From an optimization exercise on the open Yosys and OpenROAD flow, aimed at small area, a short achievable clock period and few clock cycles per item; shortcuts taken in it are not production practice. Only simulation tests tie the RTL to the original design; equivalence was not proved. Power and IR drop assume default switching activity.

===== design/flow/constraint.sdc =====
create_clock -name core_clock -period 4.0 [get_ports {clk}]
set_input_delay 0.8000 -clock core_clock [delete_from_list [all_inputs] [get_ports {clk}]]
set_output_delay 0.8000 -clock core_clock [all_outputs]
set_load 0.01 [all_outputs]

===== design/flow/standard.sh =====
#!/bin/bash
# synth_recipe.tcl (not shown) runs the flow's synth.tcl, then flattens the netlist and writes it again
# the make line also repeats each setting of config.mk as NAME=value (left out here)
make -C /OpenROAD-flow-scripts/flow DESIGN_CONFIG=/design/flow/config.mk WORK_HOME=/design/flow/orfs CLKGATE_MAP_FILE= SYNTH_SCRIPT=/design/flow/synth_recipe.tcl "${@:-finish}"

===== design/flow/flow/abc_area.script =====
strash
&get -n
&st
&dch -x
&nf -a -F 20 -A 40
&put
topo
stime -c

===== design/flow/design.v =====
module ymodem_rx_unit (
    input  wire        clk,
    input  wire        rst,           
    input  wire        cmd_valid,
    output wire        cmd_ready,
    input  wire [15:0] cmd,
    output reg         res_valid,
    output reg  [1:0]  res_st,        
    output reg  [31:0] res_val,
    output reg  [1:0]  res_tx_n,      
    output reg  [7:0]  res_tx0,
    output reg  [7:0]  res_tx1,
    output reg  [1:0]  res_ev_n,      
    output reg  [2:0]  res_ev0,
    output reg  [2:0]  res_ev1,
    output reg  [3:0]  res_ev_code,   
    output reg         res_pay        
);
    localparam IDLE = 0, LEAD = 1, SEQ = 2, CMP = 3, DATA = 4, CRCH = 5,
               CRCL = 6, PURGE = 7, DONE = 8, FAILED = 9;
    function [15:0] crc_step;
        input [15:0] c;
        input [7:0]  d;
        integer i;
        begin
            crc_step = c ^ {d, 8'h00};
            for (i = 0; i < 8; i = i + 1)
                crc_step = crc_step[15] ? ((crc_step << 1) ^ 16'h1021) : (crc_step << 1);
        end
    endfunction
    reg        fault;
    reg [15:0] crc_acc;
    reg [9:0]  ph;            
    reg [7:0]  rx_exp;
    reg        rx_hdr;
    reg        rx_big;
    reg [1:0]  rx_eotc;
    reg [1:0]  rx_canc;
    reg [2:0]  rx_retry;
    reg [3:0]  rx_err;
    reg [15:0] rx_crc;        
    reg [9:0]  rx_cnt;
    reg        rx_nz;         
    reg [1:0]  rx_pend;       
    wire [7:0] c_op  = cmd[15:8];
    wire [7:0] c_imm = cmd[7:0];
    wire       c_v   = cmd_valid & ~rst;
    wire       c_z   = (c_imm == 8'd0);
    wire c_hi0 = (c_op[7:4] == 4'h0);
    wire c_hi1 = (c_op[7:4] == 4'h1);
    wire c_hi3 = (c_op[7:4] == 4'h3);
    wire c_lo0 = (c_op[3:0] == 4'h0);
    wire c_lo1 = (c_op[3:0] == 4'h1);
    wire c_lo2 = (c_op[3:0] == 4'h2);
    wire c_lo3 = (c_op[3:0] == 4'h3);
    wire c_lo4 = (c_op[3:0] == 4'h4);
    wire c_sys   = c_hi0 & (c_lo1 | c_lo2) & c_z;
    wire c_legal = (c_hi0 & c_lo0 & c_z) | (c_hi1 & (c_lo0 | c_lo2) & c_z) | (c_hi1 & c_lo1)
                 | (c_hi3 & (c_lo0 | c_lo2 | c_lo3 | c_lo4) & c_z) | (c_hi3 & c_lo1);
    wire c_sx  = (c_imm == 8'h01) | (c_imm == 8'h02);
    wire c_eot = (c_imm == 8'h04);
    wire c_can = (c_imm == 8'h18);
    reg       cv;             
    reg [7:0] imm;            
    reg       op_reset, op_gf, op_bad, st_flt;
    reg       e_cinit, e_cbyte, e_cread, e_start, rxb, tmo, e_abort, e_status;
    reg       rxk;            
    reg       z, d_sx, d_eot, d_can, d_oth;
    reg       lo_ok;          
    wire fault_nx = ~op_reset & (fault | op_bad);
    wire c_run    = c_v & ~fault_nx;
    always @(posedge clk) begin
        cv       <= c_v;
        imm      <= c_imm;
        op_reset <= c_v & c_hi0 & c_lo1 & c_z;
        op_gf    <= c_v & c_hi0 & c_lo2 & c_z;
        op_bad   <= c_v & ~c_sys & ~c_legal;
        st_flt   <= ~c_sys & (~c_legal | fault_nx);
        e_cinit  <= c_run & c_hi1 & c_lo0 & c_z;
        e_cbyte  <= c_run & c_hi1 & c_lo1;
        e_cread  <= c_run & c_hi1 & c_lo2 & c_z;
        e_start  <= c_run & c_hi3 & c_lo0 & c_z;
        rxb      <= c_run & c_hi3 & c_lo1;
        tmo      <= c_run & c_hi3 & c_lo2 & c_z;
        e_abort  <= c_run & c_hi3 & c_lo3 & c_z;
        e_status <= c_run & c_hi3 & c_lo4 & c_z;
        rxk      <= c_run & c_hi3 & (c_lo1 | ((c_lo0 | c_lo2 | c_lo3) & c_z));
        z        <= c_z;
        d_sx     <= c_sx;
        d_eot    <= c_eot;
        d_can    <= c_can;
        d_oth    <= ~(c_sx | c_eot | c_can);
        lo_ok    <= (c_imm == rx_crc[7:0]);
    end
    wire ph_act    = ph[LEAD] | ph[SEQ] | ph[CMP] | ph[DATA] | ph[CRCH] | ph[CRCL];
    wire ph_off    = ph[IDLE] | ph[DONE] | ph[FAILED];
    wire last      = rx_big ? (&rx_cnt) : (&rx_cnt[6:0]);
    wire pend_ok   = (rx_pend == 2'd0);
    wire chk_ok    = pend_ok & lo_ok;
    wire crcl      = rxb & ph[CRCL];
    wire acc       = crcl & chk_ok;
    wire null_hdr  = ~rx_hdr & ~rx_nz;
    wire acc_null  = acc & null_hdr;
    wire acc_blk   = acc & ~null_hdr;
    wire lead      = rxb & ph[LEAD];
    wire lead_sx   = lead & d_sx;
    wire eot_lead  = lead & d_eot;
    wire can_lead  = lead & d_can;
    wire eot_done  = eot_lead & rx_eotc[0];
    wire can_fail  = can_lead & rx_canc[0];
    wire nak_lead  = lead & d_oth;
    wire nak_crcl  = crcl & ~chk_ok;
    wire nak_tmo   = tmo & ph_act;
    wire nak       = nak_lead | nak_crcl | nak_tmo;
    wire at_limit  = rx_retry[2] & ~rx_retry[0];         
    wire nak_fail  = nak & at_limit;
    wire nak_purge = nak & ~at_limit;
    wire [3:0] nak_reason = tmo ? 4'd4 : nak_lead ? 4'd5 :
                            ~pend_ok ? {2'b00, rx_pend} : 4'd3;
    wire abort     = e_abort & (ph_act | ph[PURGE]);
    wire purge_end = tmo & ph[PURGE];
    wire ctl       = e_start | tmo | e_abort;             
    wire [9:0] ph_n;
    assign ph_n[IDLE]   = ph[IDLE] & ~e_start;
    assign ph_n[LEAD]   = e_start | purge_end | acc_blk
                        | (ph[LEAD] & ~tmo & ~e_abort
                           & ~(rxb & (d_sx | d_oth | (d_eot & rx_eotc[0]) | (d_can & rx_canc[0]))));
    assign ph_n[SEQ]    = lead_sx | (ph[SEQ] & ~rxk);
    assign ph_n[CMP]    = (rxb & ph[SEQ]) | (ph[CMP] & ~rxk);
    assign ph_n[DATA]   = (rxb & ph[CMP]) | (ph[DATA] & ~ctl & ~(rxb & last));
    assign ph_n[CRCH]   = (rxb & ph[DATA] & last) | (ph[CRCH] & ~rxk);
    assign ph_n[CRCL]   = (rxb & ph[CRCH]) | (ph[CRCL] & ~rxk);
    assign ph_n[PURGE]  = nak_purge | (ph[PURGE] & ~ctl);
    assign ph_n[DONE]   = eot_done | acc_null | (ph[DONE] & ~e_start);
    assign ph_n[FAILED] = can_fail | nak_fail | abort | (ph[FAILED] & ~e_start);
    wire clr = rst | op_reset;
    wire [3:0] ph_code = {ph[DONE] | ph[FAILED],
                          ph[DATA] | ph[CRCH] | ph[CRCL] | ph[PURGE],
                          ph[SEQ] | ph[CMP] | ph[CRCL] | ph[PURGE],
                          ph[LEAD] | ph[CMP] | ph[CRCH] | ph[PURGE] | ph[FAILED]};
    always @(posedge clk) begin
        res_valid <= cv & ~rst;
        res_st <= st_flt ? 2'd2 : (rxb & ph_off) ? 2'd1 : 2'd0;
        res_val <= 32'd0;
        if (op_gf)
            res_val[0] <= fault;
        else if (e_cread)
            res_val[15:0] <= crc_acc;
        else if (e_status)
            res_val[25:0] <= {rx_big, rx_hdr, rx_exp, rx_canc, rx_eotc,
                              1'b0, rx_retry, rx_err, ph_code};
        res_tx_n <= {acc_blk & ~rx_hdr,
                     e_start | eot_lead | can_lead | (acc_blk & rx_hdr) | purge_end};
        begin : tx0
            reg is_c, is_n;
            is_c = e_start;
            is_n = tmo | (~ph[CRCL] & imm[2] & ~rx_eotc[0]);
            res_tx0 <= {1'b0, is_c, 1'b0, is_n, 1'b0, ~is_c, ~is_n, is_c | is_n};
        end
        res_tx1 <= 8'h43;
        res_ev_n <= {acc_null, acc_blk | eot_done | can_fail | nak_fail | abort};
        res_ev0  <= acc ? (rx_hdr ? 3'd3 : rx_nz ? 3'd1 : 3'd2) :
                    eot_done ? 3'd4 : 3'd5;
        res_ev1  <= 3'd4;
        res_ev_code <= {e_abort, ~e_abort, ~e_abort, d_can};
        res_pay <= rxb & ph[DATA];
        if (clr) begin
            fault    <= 1'b0;
            crc_acc  <= 16'd0;
            ph       <= 10'd1;
            rx_exp   <= 8'd0;
            rx_hdr   <= 1'b0;
            rx_big   <= 1'b0;
            rx_eotc  <= 2'd0;
            rx_canc  <= 2'd0;
            rx_retry <= 3'd0;
            rx_err   <= 4'd0;
        end else begin
            if (op_bad)
                fault <= 1'b1;
            if (e_cinit)
                crc_acc <= 16'd0;
            if (e_cbyte)
                crc_acc <= crc_step(crc_acc, imm);
            ph <= ph_n;
            if (e_start) begin
                rx_exp   <= 8'd0;
                rx_hdr   <= 1'b0;
                rx_big   <= 1'b0;
            end
            if (lead_sx)
                rx_big <= imm[1];
            if (acc_blk) begin
                rx_hdr <= 1'b1;
                rx_exp <= rx_exp + 8'd1;
            end
            if (e_start | nak_tmo | (lead & ~d_eot))
                rx_eotc <= 2'd0;
            else if (eot_lead)
                rx_eotc <= rx_eotc + 2'd1;
            if (e_start | nak_tmo | (lead & ~d_can))
                rx_canc <= 2'd0;
            else if (can_lead)
                rx_canc <= rx_canc + 2'd1;
            if (e_start | acc)
                rx_retry <= 3'd0;
            else if (nak)
                rx_retry <= rx_retry + 3'd1;
            if (e_start | acc)
                rx_err <= 4'd0;
            else if (nak_fail)
                rx_err <= 4'd6;
            else if (nak_purge)
                rx_err <= nak_reason;
            else if (can_fail)
                rx_err <= 4'd7;
            else if (abort)
                rx_err <= 4'd8;
        end
        if (rxb) begin
            if (ph[SEQ])
                rx_crc[7:0] <= imm;
            if (ph[CMP]) begin
                rx_crc  <= 16'd0;
                rx_cnt  <= 10'd0;
                rx_nz   <= 1'b0;
                rx_pend <= (imm != ~rx_crc[7:0]) ? 2'd1 :
                           (rx_crc[7:0] != rx_exp) ? 2'd2 : 2'd0;
            end
            if (ph[DATA]) begin
                rx_crc <= crc_step(rx_crc, imm);
                rx_cnt <= rx_cnt + 10'd1;
                if (~z) rx_nz <= 1'b1;
            end
            if (ph[CRCH] & pend_ok & (imm != rx_crc[15:8]))
                rx_pend <= 2'd3;
        end
    end
    assign cmd_ready = 1'b1;
endmodule

===== design/flow/config.mk =====
export PLATFORM = sky130hd
export DESIGN_NAME = ymodem_rx_unit
export DESIGN_NICKNAME = ymodem_rx_unit
export VERILOG_FILES = /design/flow/design.v
export SDC_FILE = /design/flow/constraint.sdc
export NUM_CORES = 4
export LEC_CHECK = 0
export CAP_MARGIN = 20
export CORE_MARGIN = 2
export CORE_UTILIZATION = 40
export SLEW_MARGIN = 20
export BUFFER_PORTS_ARGS = -buffer_cell sky130_fd_sc_hd__buf_2
export ABC_CLOCK_PERIOD_IN_PS = 2000
export SETUP_SLACK_MARGIN = 2.25
export CTS_ARGS = -sink_clustering_enable -repair_clock_nets -root_buf sky130_fd_sc_hd__clkbuf_16 -buf_list {sky130_fd_sc_hd__clkbuf_8} -dont_use_dummy_load
export ABC_AREA = 1

===== design/flow/flow/run.sh =====
#!/bin/bash
# The standard layout (standard.sh), with two changes:
#  - the extra ORFS settings of flow/extra.mk are appended to config.mk;
#  - synthesis is the standard flow's synthesis script with ABC's mapping script replaced
#    by flow/abc_area.script (an area-oriented mapping); only the combinational
#    mapping changes, the registers are those of the standard synthesis.
set -o pipefail
cat flow/extra.mk >> config.mk
{
  head -n 1 synth_recipe.tcl
  cat <<EOT
proc abc {args} {
  set i [lsearch -exact \$args -script]
  if {\$i >= 0} { lset args [expr {\$i + 1}] $PWD/flow/abc_area.script }
  yosys abc {*}\$args
}
EOT
  tail -n +2 synth_recipe.tcl
} > flow_synth.tcl
sed "s|SYNTH_SCRIPT=[^ ]*|SYNTH_SCRIPT=$PWD/flow_synth.tcl|" standard.sh > flow_standard.sh
bash flow_standard.sh > standard.log 2>&1

===== design/flow/flow/extra.mk =====
export BUFFER_PORTS_ARGS = -buffer_cell sky130_fd_sc_hd__buf_2
export ABC_CLOCK_PERIOD_IN_PS = 2000
export SETUP_SLACK_MARGIN = 2.25
export CTS_ARGS = -sink_clustering_enable -repair_clock_nets -root_buf sky130_fd_sc_hd__clkbuf_16 -buf_list {sky130_fd_sc_hd__clkbuf_8} -dont_use_dummy_load
export ABC_AREA = 1

==> out/summary.txt <==
outcome: timing/DRC/antenna clean
commonest non-fill, non-tap cells in the layout: sky130_fd_sc_hd__dfxtp_1, sky130_fd_sc_hd__nor2_1, sky130_fd_sc_hd__buf_2
mean area per synthesized cell: 9.948 µm²
gate count after technology mapping: 612
Max-cap violations: 0
met3 wire length: 718 µm
Area contributors post-synth: sky130_fd_sc_hd__dfxtp_1, sky130_fd_sc_hd__edfxtp_1, sky130_fd_sc_hd__xnor2_1, sky130_fd_sc_hd__nor2_1, sky130_fd_sc_hd__xor2_1
most common cell after layout, fill and taps aside: sky130_fd_sc_hd__dfxtp_1
die outline area: 16220 µm²
Final Slew Violations: 0
quantity of I/O buffers inserted on ports: 64
r2r worst-path depth: 5
worst slew slack as a fraction of its limit: 44.72%
floorplan core area: 15030 µm²
CP cell instances: buf_8 -> or4_4 -> nor3_4 -> nand2_4 -> or2_4 -> o32ai_2
period utilization: 47.62%
number of antenna violations at the first check in global routing: 0
share of the core filled with cells in the final layout: 48.61%
share of final-layout standard cells stronger than drive strength 1: 22.54%
sum of negative setup slack: 0 ns
number of hold buffers added after CTS: 0
Max VDD drop: 0.2464 mV
clock transition at the registers of the reported paths: 0.08 ns
total wirelength of the detailed-routed design: 15140 µm
Worst Hold Class: reg -> reg
Largest stage delay, worst path: 0.57 ns
TritonCTS buffer count: 17
Congestion Overflow GR: 0
total number of H-tree levels: 4
Die X: 127.4 µm
Warnings, synthesis: 1
area share of the leading cell type in the synthesized netlist: 39.79%
clock tree from TritonCTS: done
library cells used by synthesis: 49
EDFF count, synth: 29
number of buffers and inverters on the critical path: 1
routability cong.: 0.8752
area growth from synthesis to layout: 20.04%
Worst Tran Pin Value: 0.8281 ns
Antenna Cells: 0
Main synth FF type: sky130_fd_sc_hd__dfxtp_1
site row count: 45
number of nets in the finished design: 734
M1 wire length: 6700 µm
Critical Path Sink Type: flop
largest clock skew in the final design: 0.02285 ns
worst hold path endpoint: res_st[1]
register area share after synthesis: 54.09%
maximum number of pins on one net before global-route repair: 39
worst-case register-to-register setup slack: 2.28 ns
critical path peak fanout: 4
kind of cell adding the most delay to the critical path: simple AND/OR/NAND/NOR gates
Hold Startpoint: st_flt
final setup vio count: 0
minimum setup slack in the final design: 2.095 ns
all-layer global routing usage: 19.08%
Hold Violations, Final: 0
fraction of synthesis flops using an asynchronous set or reset pin: 0%
worst reg2reg path startpoint: ph[4]
die height: 127.4 µm
starting density of the core: 40.50%
Final Power: 2.559 mW
end of the worst register-to-register path: rx_err[1]
critical path class: in -> reg
detailed-route DRC error count: 0
CTS root buffer: sky130_fd_sc_hd__clkbuf_16
combined area of all synthesized cells: 6088 µm²
total power per unit cell area: 350.2 nW/µm²
number of storage elements in the synthesis netlist: 150
worst hold path cell count: 0
Met2 Routed Length: 7307 µm
insertion delay of the later-clocked pin in the worst-skew pair: 0.37 ns
Fmax achieved: 0.5249 GHz
total iterations of the first detailed-routing run: 4
maximum buffer depth of the clock tree: 2
leakage power summed over all cells: 2.743 nW
number of sinks driven by the clock tree: 150
first-pass GRT wire length: 23970 µm
via count of the first global-routing pass: 4656
post-detailed-route via-to-cell ratio: 5.293
Iter 0 DRT Violations: 253
Top Metal Used: met4
cell with the biggest individual delay on the critical path: sky130_fd_sc_hd__or4_4
critical path data arrival time: 2.18 ns
clock period minus final worst setup slack: 1.905 ns
IO Count: 86
most area-hungry cell type in the Yosys netlist: sky130_fd_sc_hd__dfxtp_1
post-route antenna net violation count: 0
DP Wirelength: 10550 µm
total number of vias: 4753
critical path required time: 4.28 ns
routed wire length per instance: 16.86 µm
launching element type of the critical path: input port
hold slack final: 0.3847 ns
Setup Slack @ Placement: 1.571 ns
unrepaired setup endpoints after global routing: true
-- timing repair --
item	CTS	global route
endpoints found under the hold margin	0	0
resized for setup	35	38
pin swaps	8	7
endpoints found under the setup margin	62	47
setup buffers	10	8
cloned	1	0
-- cells by family after synthesis --
family | count (synthesis) | synth area share [%]
multiplexers | 4 | 0.6987
flip-flops | 150 | 54.09
XOR/XNOR | 79 | 11.36
AO/OA/AOI/OAI | 113 | 11.86
other | 2 | 0.1234
AND/OR/NAND/NOR | 227 | 17.80
adder cells (fa/ha/maj) | 3 | 0.6166
buffers and inverters | 34 | 3.453
-- cells in the mapped netlist, types with 10 or more instances --
cell and number:
sky130_fd_sc_hd__a22oi_1 20, sky130_fd_sc_hd__edfxtp_1 29, sky130_fd_sc_hd__o21ai_0 33, sky130_fd_sc_hd__and2_0 14
sky130_fd_sc_hd__buf_4 22, sky130_fd_sc_hd__nand4_1 10, sky130_fd_sc_hd__dfxtp_1 121, sky130_fd_sc_hd__nand2_1 58
sky130_fd_sc_hd__xor2_1 32, sky130_fd_sc_hd__nand3_1 15, sky130_fd_sc_hd__nor2_1 75, sky130_fd_sc_hd__clkinv_1 12
sky130_fd_sc_hd__xnor2_1 47, sky130_fd_sc_hd__a21oi_1 24, sky130_fd_sc_hd__nor3_1 15
-- worst max path at each step --
stage | slack [ns] | to | cells past startpoint | from
2_1_floorplan | 1.88 | rxk | 5 | cmd[4]
3_3_place_gp | 1.63 | rxk | 6 | cmd[4]
3_5_place_dp | 1.57 | rxk | 6 | cmd[4]
4_1_cts | 2.05 | rxk | 6 | cmd[6]
5_1_grt | 2.09 | rxk | 6 | cmd[6]
6_report | 2.10 | rxk | 6 | cmd[6]
-- metal layers --
| layer | GRT usage, % | vias up |
|---|---|---|
| met3 | 4.146 | 26 |
| met4 | 8.727 | 0 |
| met2 | 30.95 | 130 |
| met5 | 0 | - |
| met1 | 24.44 | 2304 |
| li1 | - | 2293 |
-- stage by stage --
stage / cell area (µm²) / instances
floorplan: 6235 / 631
global placement: 6639 / 862
detailed placement: 6639 / 862
CTS: 7119 / 890
global route: 7308 / 898
finish: 7308 / 898
-- report_power, final --
part,internal [mW],switching [mW]
Sequential,1.54,0.0130
Clock,0.401,0.480
Combinational,0.0507,0.0742
Total,1.99,0.567
-- layout make-up --
class / count / area [µm²]
Clock buffer: 17 / 245.2
Fill cell: 1414 / 7725
Inverter: 12 / 45.04
Multi-Input combinational cell: 448 / 2953
Sequential cell: 150 / 3319
Tap cell: 188 / 235.2
Timing Repair Buffer: 83 / 510.5
-- state kept, by name, summed over array words and instances, names as in the netlist, 3 cells and up --
| register | count |
|---|---|
| res_val | 26 |
| res_ev0 | 3 |
| rx_cnt | 10 |
| imm | 8 |
| res_ev_code | 3 |
| rx_exp | 8 |
| ph | 10 |
| rx_err | 4 |
| crc_acc | 16 |
| rx_crc | 16 |
| rx_retry | 3 |
| res_tx0 | 5 |
Testbench counts, summed over its fixed seeds: cycles 41,589, commands 41,581.

## port drivers added, routing unchanged
The results above use ideal ports. As a check the final layout listed here was re-extracted and re-timed, cells and wires unchanged.
Step 1 assumes that a clkbuf_16 drives the clock port and a buf_2 every other input.
Step 2 adds t to the input delays and takes it off the output delays; t is the mean of the earliest and latest rising clock arrival at the registers after step 1. Input paths then give back, and output paths get back, about the clock's delay inside the block.
Slacks: ideal ports / drivers / drivers and shift; pairs: ideal ports / drivers.
t (ns): 0.404
setup WS [ns]: 2.095 / 2.100 / 1.696
latest minus earliest clock arrival (ns): 0.024 / 0.024
After both steps this run still meets setup and hold. The setup slack of this run moves by +0.005 ns with the drivers and by -0.399 ns with both steps.
